This design comes from an exercise in tuning for small area, a short achievable clock period and few clock cycles on the open sky130 flow, not from production work.
Power and IR drop assume default switching activity.

==> flow/design.v <==
module phpb_serial (
    input  wire        clk,
    input  wire        rst,             
    input  wire        cfg_guard_en,    
    input  wire [16:0] cfg_max_len,     
    input  wire        cfg_drop_zero,   
    input  wire        rx_in_valid,
    output wire        rx_in_ready,
    input  wire [7:0]  rx_in_data,
    input  wire        rx_in_last,      
    output wire        rx_out_valid,
    input  wire        rx_out_ready,
    output wire [7:0]  rx_out_data,
    output wire        rx_out_sop,
    output wire        rx_out_eop,
    output wire [47:0] rx_out_hdr,      
    output wire [16:0] rx_out_tlen,     
    input  wire        tx_in_valid,
    output wire        tx_in_ready,
    input  wire [7:0]  tx_in_data,
    output wire        tx_out_valid,
    input  wire        tx_out_ready,
    output wire [7:0]  tx_out_data,
    output reg  [15:0] cnt_rx_pkt,
    output reg  [15:0] cnt_malformed,
    output reg  [15:0] cnt_zero_drop
);
    reg [15:0] m;           
    reg        g_never;     
    reg        g_always;    
    reg        dz;
    always @(posedge clk) begin
        m        <= cfg_max_len[15:0] - 16'd7;
        g_never  <= !cfg_guard_en || (cfg_max_len >= 17'd65542);
        g_always <= cfg_guard_en && (cfg_max_len < 17'd7);
        dz       <= cfg_drop_zero;
    end
    reg       rdy;
    reg       ib_v, i2_v;
    reg [7:0] ib_d, i2_d;
    reg       ib_l, i2_l;
    reg       ib_ff, i2_ff;
    reg       ib_00, i2_00;
    reg       ib_gt, i2_gt;     
    wire take  = rx_in_valid && rdy;
    wire in_ff = (rx_in_data == 8'hFF);
    wire in_00 = (rx_in_data == 8'h00);
    wire in_gt = (rx_in_data > m[7:0]);
    assign rx_in_ready = rdy;
    reg        pend;        
    reg        body;        
    reg        disc;        
    reg        drop;        
    reg [2:0]  hc;          
    reg [4:0]  tt;          
    reg [4:0]  ct;          
    reg [39:0] sr;          
    reg        tl_a, tl_b;  
    reg        zf;          
    reg [16:0] remain;      
    reg        rend;        
    reg        ov, osop, oeop;
    reg [7:0]  od;
    reg        ev_pkt, ev_mal, ev_zero;
    wire hdr = !body && !disc;
    wire other  = !ib_ff && !ib_00;
    wire absorb = !pend && ib_ff;           
    wire split  = pend && other;            
    wire [7:0] tdata = pend ? {8{!ib_00}} : ib_d;
    wire tlast  = ib_l && !split;
    wire tgt_lo = split ? (m[7:0] != 8'hFF) : ib_gt;
    wire too_long = tl_a || (tl_b && tgt_lo);
    wire [4:0] tsel = tt & ~{1'b0, tt[4:1]};
    wire [7:0] top_byte = ({8{tsel[0]}} & sr[7:0])   | ({8{tsel[1]}} & sr[15:8])  |
                          ({8{tsel[2]}} & sr[23:16]) | ({8{tsel[3]}} & sr[31:24]) |
                          ({8{tsel[4]}} & sr[39:32]);
    wire [16:0] tlen_new = {1'b0, sr[7:0], tdata} + 17'd7;
    reg  [16:0] rflip;
    integer ri;
    always @(*) begin
        rflip[0] = 1'b1;
        for (ri = 1; ri < 17; ri = ri + 1)
            rflip[ri] = rflip[ri-1] && !remain[ri-1];
    end
    wire hc5   = (hc == 3'd5);
    wire ofree = !ov || rx_out_ready;
    wire room = !tt[4] || (ofree && ct[0]);
    wire acc = ib_v && (absorb || disc ||
                        (hdr  && (hc5 ? (!ct[0] && ofree) : room)) ||
                        (body && (drop || ofree || (!tt[4] && !osop))));
    wire tok      = acc && !absorb;             
    wire push     = tok && (hdr || (body && !drop));
    wire complete = tok && hdr && hc5;
    wire zdrop    = dz && zf;
    wire hdr_ok   = complete && !too_long && !zdrop;
    wire hdr_bad  = complete && too_long;
    wire btok     = tok && body;
    wire body_end = btok && rend;
    wire cons     = acc && !split;
    wire load     = ofree && (ct[0] || hdr_ok);
    wire bpush    = push && body;
    wire       n_pend = acc ? absorb : pend;
    wire       n_body = complete ? !too_long : (body && !body_end);
    wire       n_disc = complete ? (too_long && !tlast) : (disc && !(acc && tlast));
    wire       n_drop = complete ? zdrop : drop;
    wire [2:0] n_hc   = complete ? 3'd0 : ((tok && hdr) ? hc + 3'd1 : hc);
    wire       n_ov   = load || (ov && !rx_out_ready);
    wire [4:0] n_tt   = (complete && !hdr_ok) ? 5'd0 :
                        (push && !load)      ? {tt[3:0], 1'b1} :
                        (load && !push)      ? {1'b0, tt[4:1]} : tt;
    wire [4:0] n_ct   = hdr_ok              ? 5'b11111 :
                        (bpush && !load)     ? {ct[3:0], 1'b1} :
                        (load && !bpush)     ? {1'b0, ct[4:1]} : ct;
    wire       ib_free = !ib_v || cons;
    wire       n_ibv   = ib_free ? (i2_v || take) : 1'b1;
    wire       n_i2v   = !ib_free && (i2_v || take);
    always @(posedge clk) begin
        if (ib_free) begin
            if (i2_v) begin
                ib_d  <= i2_d;
                ib_l  <= i2_l;
                ib_ff <= i2_ff;
                ib_00 <= i2_00;
                ib_gt <= i2_gt;
            end else if (take) begin
                ib_d  <= rx_in_data;
                ib_l  <= rx_in_last;
                ib_ff <= in_ff;
                ib_00 <= in_00;
                ib_gt <= in_gt;
            end
        end else if (take) begin
            i2_d  <= rx_in_data;
            i2_l  <= rx_in_last;
            i2_ff <= in_ff;
            i2_00 <= in_00;
            i2_gt <= in_gt;
        end
        if (push)
            sr <= {sr[31:0], tdata};
        if (tok && hdr) begin
            if (hc == 3'd0) zf <= (tdata == 8'h00);
            if (hc == 3'd4) begin
                tl_a <= g_always || (!g_never && (tdata > m[15:8]));
                tl_b <= !g_always && !g_never && (tdata == m[15:8]);
            end
        end
        remain <= complete ? tlen_new : (remain ^ ({17{btok}} & rflip));
        if (complete)
            rend <= (sr[7:0] == 8'h00) && (tdata == 8'h00);
        else if (btok)
            rend <= (remain == 17'd8);
        if (load) begin
            od   <= top_byte;
            osop <= hdr_ok;
            oeop <= !body && ct[0] && !ct[1];
        end
        if (rst) begin
            rdy      <= 1'b1;
            ib_v     <= 1'b0;
            i2_v     <= 1'b0;
            pend     <= 1'b0;
            body     <= 1'b0;
            disc     <= 1'b0;
            drop     <= 1'b0;
            hc       <= 3'd0;
            tt       <= 5'd0;
            ct       <= 5'd0;
            ov       <= 1'b0;
            ev_pkt   <= 1'b0;
            ev_mal   <= 1'b0;
            ev_zero  <= 1'b0;
        end else begin
            rdy      <= !n_i2v;
            ib_v     <= n_ibv;
            i2_v     <= n_i2v;
            pend     <= n_pend;
            body     <= n_body;
            disc     <= n_disc;
            drop     <= n_drop;
            hc       <= n_hc;
            tt       <= n_tt;
            ct       <= n_ct;
            ov       <= n_ov;
            ev_pkt   <= body_end && !drop;
            ev_mal   <= hdr_bad;
            ev_zero  <= body_end && drop;
        end
    end
    always @(posedge clk) begin
        if (rst) begin
            cnt_rx_pkt    <= 16'd0;
            cnt_malformed <= 16'd0;
            cnt_zero_drop <= 16'd0;
        end else begin
            if (ev_pkt && cnt_rx_pkt != 16'hFFFF)
                cnt_rx_pkt <= cnt_rx_pkt + 16'd1;
            if (ev_mal && cnt_malformed != 16'hFFFF)
                cnt_malformed <= cnt_malformed + 16'd1;
            if (ev_zero && cnt_zero_drop != 16'hFFFF)
                cnt_zero_drop <= cnt_zero_drop + 16'd1;
        end
    end
    assign rx_out_valid = ov;
    assign rx_out_data  = od;
    assign rx_out_sop   = osop;
    assign rx_out_eop   = oeop;
    assign rx_out_hdr   = {od, sr};    
    assign rx_out_tlen  = remain;
    reg       trdy;
    reg       tov;
    reg [7:0] tod;
    reg       tpv, tpb;
    reg       sv;
    reg [7:0] sd;
    wire ttake  = tx_in_valid && trdy;
    wire tofree = !tov || tx_out_ready;
    wire in_sp  = (tx_in_data == 8'hFF) || (tx_in_data == 8'h00);
    wire sd_sp  = (sd == 8'hFF) || (sd == 8'h00);
    wire tdirect = tofree && !tpv && !sv;
    reg  n_sv;
    always @(*) begin
        n_sv = sv;
        if (tofree && !tpv && sv)
            n_sv = 1'b0;
        if (ttake && !tdirect)
            n_sv = 1'b1;
    end
    assign tx_in_ready = trdy;
    always @(posedge clk) begin
        if (tofree) begin
            if (tpv) begin
                tod <= {8{tpb}};
            end else if (sv) begin
                tod <= sd_sp ? 8'hFF : sd;
                tpb <= sd[0];
            end else if (ttake) begin
                tod <= in_sp ? 8'hFF : tx_in_data;
                tpb <= tx_in_data[0];
            end
        end
        if (ttake && !tdirect)
            sd <= tx_in_data;
        if (rst) begin
            trdy <= 1'b1;
            tov  <= 1'b0;
            tpv  <= 1'b0;
            sv   <= 1'b0;
        end else begin
            if (tofree) begin
                if (tpv) begin
                    tov <= 1'b1;
                    tpv <= 1'b0;
                end else if (sv) begin
                    tov <= 1'b1;
                    tpv <= sd_sp;
                end else if (ttake) begin
                    tov <= 1'b1;
                    tpv <= in_sp;
                end else begin
                    tov <= 1'b0;
                end
            end
            sv   <= n_sv;
            trdy <= !n_sv;
        end
    end
    assign tx_out_valid = tov;
    assign tx_out_data  = tod;
endmodule
==> flow/config.mk <==
export PLATFORM = sky130hd
export DESIGN_NAME = phpb_serial
export DESIGN_NICKNAME = phpb_serial
export VERILOG_FILES = /design/flow/design.v
export SDC_FILE = /design/flow/constraint.sdc
export NUM_CORES = 4
export LEC_CHECK = 0
export CAP_MARGIN = 20
export CORE_MARGIN = 2
export CORE_UTILIZATION = 40
export SETUP_SLACK_MARGIN = 3.5
export SLEW_MARGIN = 20
==> flow/constraint.sdc <==
create_clock -name core_clock -period 6.0 [get_ports {clk}]
set_input_delay 1.2000 -clock core_clock [delete_from_list [all_inputs] [get_ports {clk}]]
set_output_delay 1.2000 -clock core_clock [all_outputs]
set_load 0.01 [all_outputs]
standard.sh (not shown) runs the stock make flow with config.mk's settings and CLKGATE_MAP_FILE= SYNTH_SCRIPT=/design/flow/synth_recipe.tcl, a recipe that flattens the netlist after the stock synthesis.
==> flow/flow/run.sh <==
#!/bin/bash
# Standard layout, with the port buffers made from buf_2 cells instead of the
# resizer's default choice. Full tool output goes to flow_standard.log.
set -euo pipefail
export BUFFER_PORTS_ARGS="-buffer_cell sky130_fd_sc_hd__buf_2"
bash standard.sh > flow_standard.log 2>&1
Next try:
--- a/flow/design.v
+++ b/flow/design.v
@@ -26,14 +26,7 @@
     output reg  [15:0] cnt_zero_drop
 );
-    reg [15:0] m;           
-    reg        g_never;     
-    reg        g_always;    
-    reg        dz;
-    always @(posedge clk) begin
-        m        <= cfg_max_len[15:0] - 16'd7;
-        g_never  <= !cfg_guard_en || (cfg_max_len >= 17'd65542);
-        g_always <= cfg_guard_en && (cfg_max_len < 17'd7);
-        dz       <= cfg_drop_zero;
-    end
+    wire       bw       = (cfg_max_len[7:0] < 8'd7);
+    wire       g_never  = !cfg_guard_en || (cfg_max_len >= 17'd65542);   
+    wire       g_always = cfg_guard_en && (cfg_max_len < 17'd7);         
     reg       rdy;
     reg       ib_v, i2_v;
@@ -46,5 +39,5 @@
     wire in_ff = (rx_in_data == 8'hFF);
     wire in_00 = (rx_in_data == 8'h00);
-    wire in_gt = (rx_in_data > m[7:0]);
+    wire in_gt = ({1'b0, rx_in_data} + 9'd7 > {bw, cfg_max_len[7:0]});
     assign rx_in_ready = rdy;
     reg        pend;        
@@ -69,5 +62,5 @@
     wire [7:0] tdata = pend ? {8{!ib_00}} : ib_d;
     wire tlast  = ib_l && !split;
-    wire tgt_lo = split ? (m[7:0] != 8'hFF) : ib_gt;
+    wire tgt_lo = split ? (9'd262 > {bw, cfg_max_len[7:0]}) : ib_gt;    
     wire too_long = tl_a || (tl_b && tgt_lo);
     wire [4:0] tsel = tt & ~{1'b0, tt[4:1]};
@@ -76,11 +69,4 @@
                           ({8{tsel[4]}} & sr[39:32]);
     wire [16:0] tlen_new = {1'b0, sr[7:0], tdata} + 17'd7;
-    reg  [16:0] rflip;
-    integer ri;
-    always @(*) begin
-        rflip[0] = 1'b1;
-        for (ri = 1; ri < 17; ri = ri + 1)
-            rflip[ri] = rflip[ri-1] && !remain[ri-1];
-    end
     wire hc5   = (hc == 3'd5);
     wire ofree = !ov || rx_out_ready;
@@ -92,5 +78,5 @@
     wire push     = tok && (hdr || (body && !drop));
     wire complete = tok && hdr && hc5;
-    wire zdrop    = dz && zf;
+    wire zdrop    = zf;
     wire hdr_ok   = complete && !too_long && !zdrop;
     wire hdr_bad  = complete && too_long;
@@ -140,15 +126,17 @@
             sr <= {sr[31:0], tdata};
         if (tok && hdr) begin
-            if (hc == 3'd0) zf <= (tdata == 8'h00);
+            if (hc == 3'd0) zf <= cfg_drop_zero && (tdata == 8'h00);
             if (hc == 3'd4) begin
-                tl_a <= g_always || (!g_never && (tdata > m[15:8]));
-                tl_b <= !g_always && !g_never && (tdata == m[15:8]);
-            end
-        end
-        remain <= complete ? tlen_new : (remain ^ ({17{btok}} & rflip));
-        if (complete)
-            rend <= (sr[7:0] == 8'h00) && (tdata == 8'h00);
-        else if (btok)
-            rend <= (remain == 17'd8);
+                tl_a <= g_always || (!g_never && ({1'b0, tdata} + {8'd0, bw} > cfg_max_len[16:8]));
+                tl_b <= !g_always && !g_never && ({1'b0, tdata} + {8'd0, bw} == cfg_max_len[16:8]);
+            end
+        end
+        if (complete) begin
+            remain <= tlen_new;
+            rend   <= (sr[7:0] == 8'h00) && (tdata == 8'h00);
+        end else if (btok) begin
+            remain <= remain - 17'd1;
+            rend   <= (remain == 17'd8);
+        end
         if (load) begin
             od   <= top_byte;
Outcome: Routed wire length fell by about 3.7%; sequential power falls by about 8%; via count is lower by 1.3%; total power drops by 6.5%; clock skew came out higher by 0.0031 ns; cell count stays flat.
No run of this note included a check of the RTL's function; only the layout flow was run.

## static timing again, ports no longer ideal
The flow's constraints put no driver on any port. The routed layouts listed below were extracted and timed again, unchanged, in two steps. Step 1 (the two cells are an assumption about what drives the block):
set clk [get_ports {clk}]
set_driving_cell -lib_cell sky130_fd_sc_hd__clkbuf_16 $clk
set_driving_cell -lib_cell sky130_fd_sc_hd__buf_2 [delete_from_list [all_inputs] $clk]
Step 2 moves the port delays by t, midway between the first and last clock arrival at a register: inputs arrive t later, outputs are due t later. That takes back most of the time a late clock gives input paths. Three values: no drivers, after step 1, after step 2; two values: the first two.
| run | t, ns | setup slack, ns | slew at the worst register clock pin (ns) |
|---|---|---|---|
| the first run | 0.543 | 3.503 / 3.501 / 2.958 | 0.06 / 0.06 |
| the second run | 0.471 | 2.893 / 2.903 / 2.432 | 0.09 / 0.09 |
After both steps setup and hold are still met in every run listed. The setup slack of the first run, which loses most, moves by -0.002 ns with the drivers and by -0.545 ns with both steps.
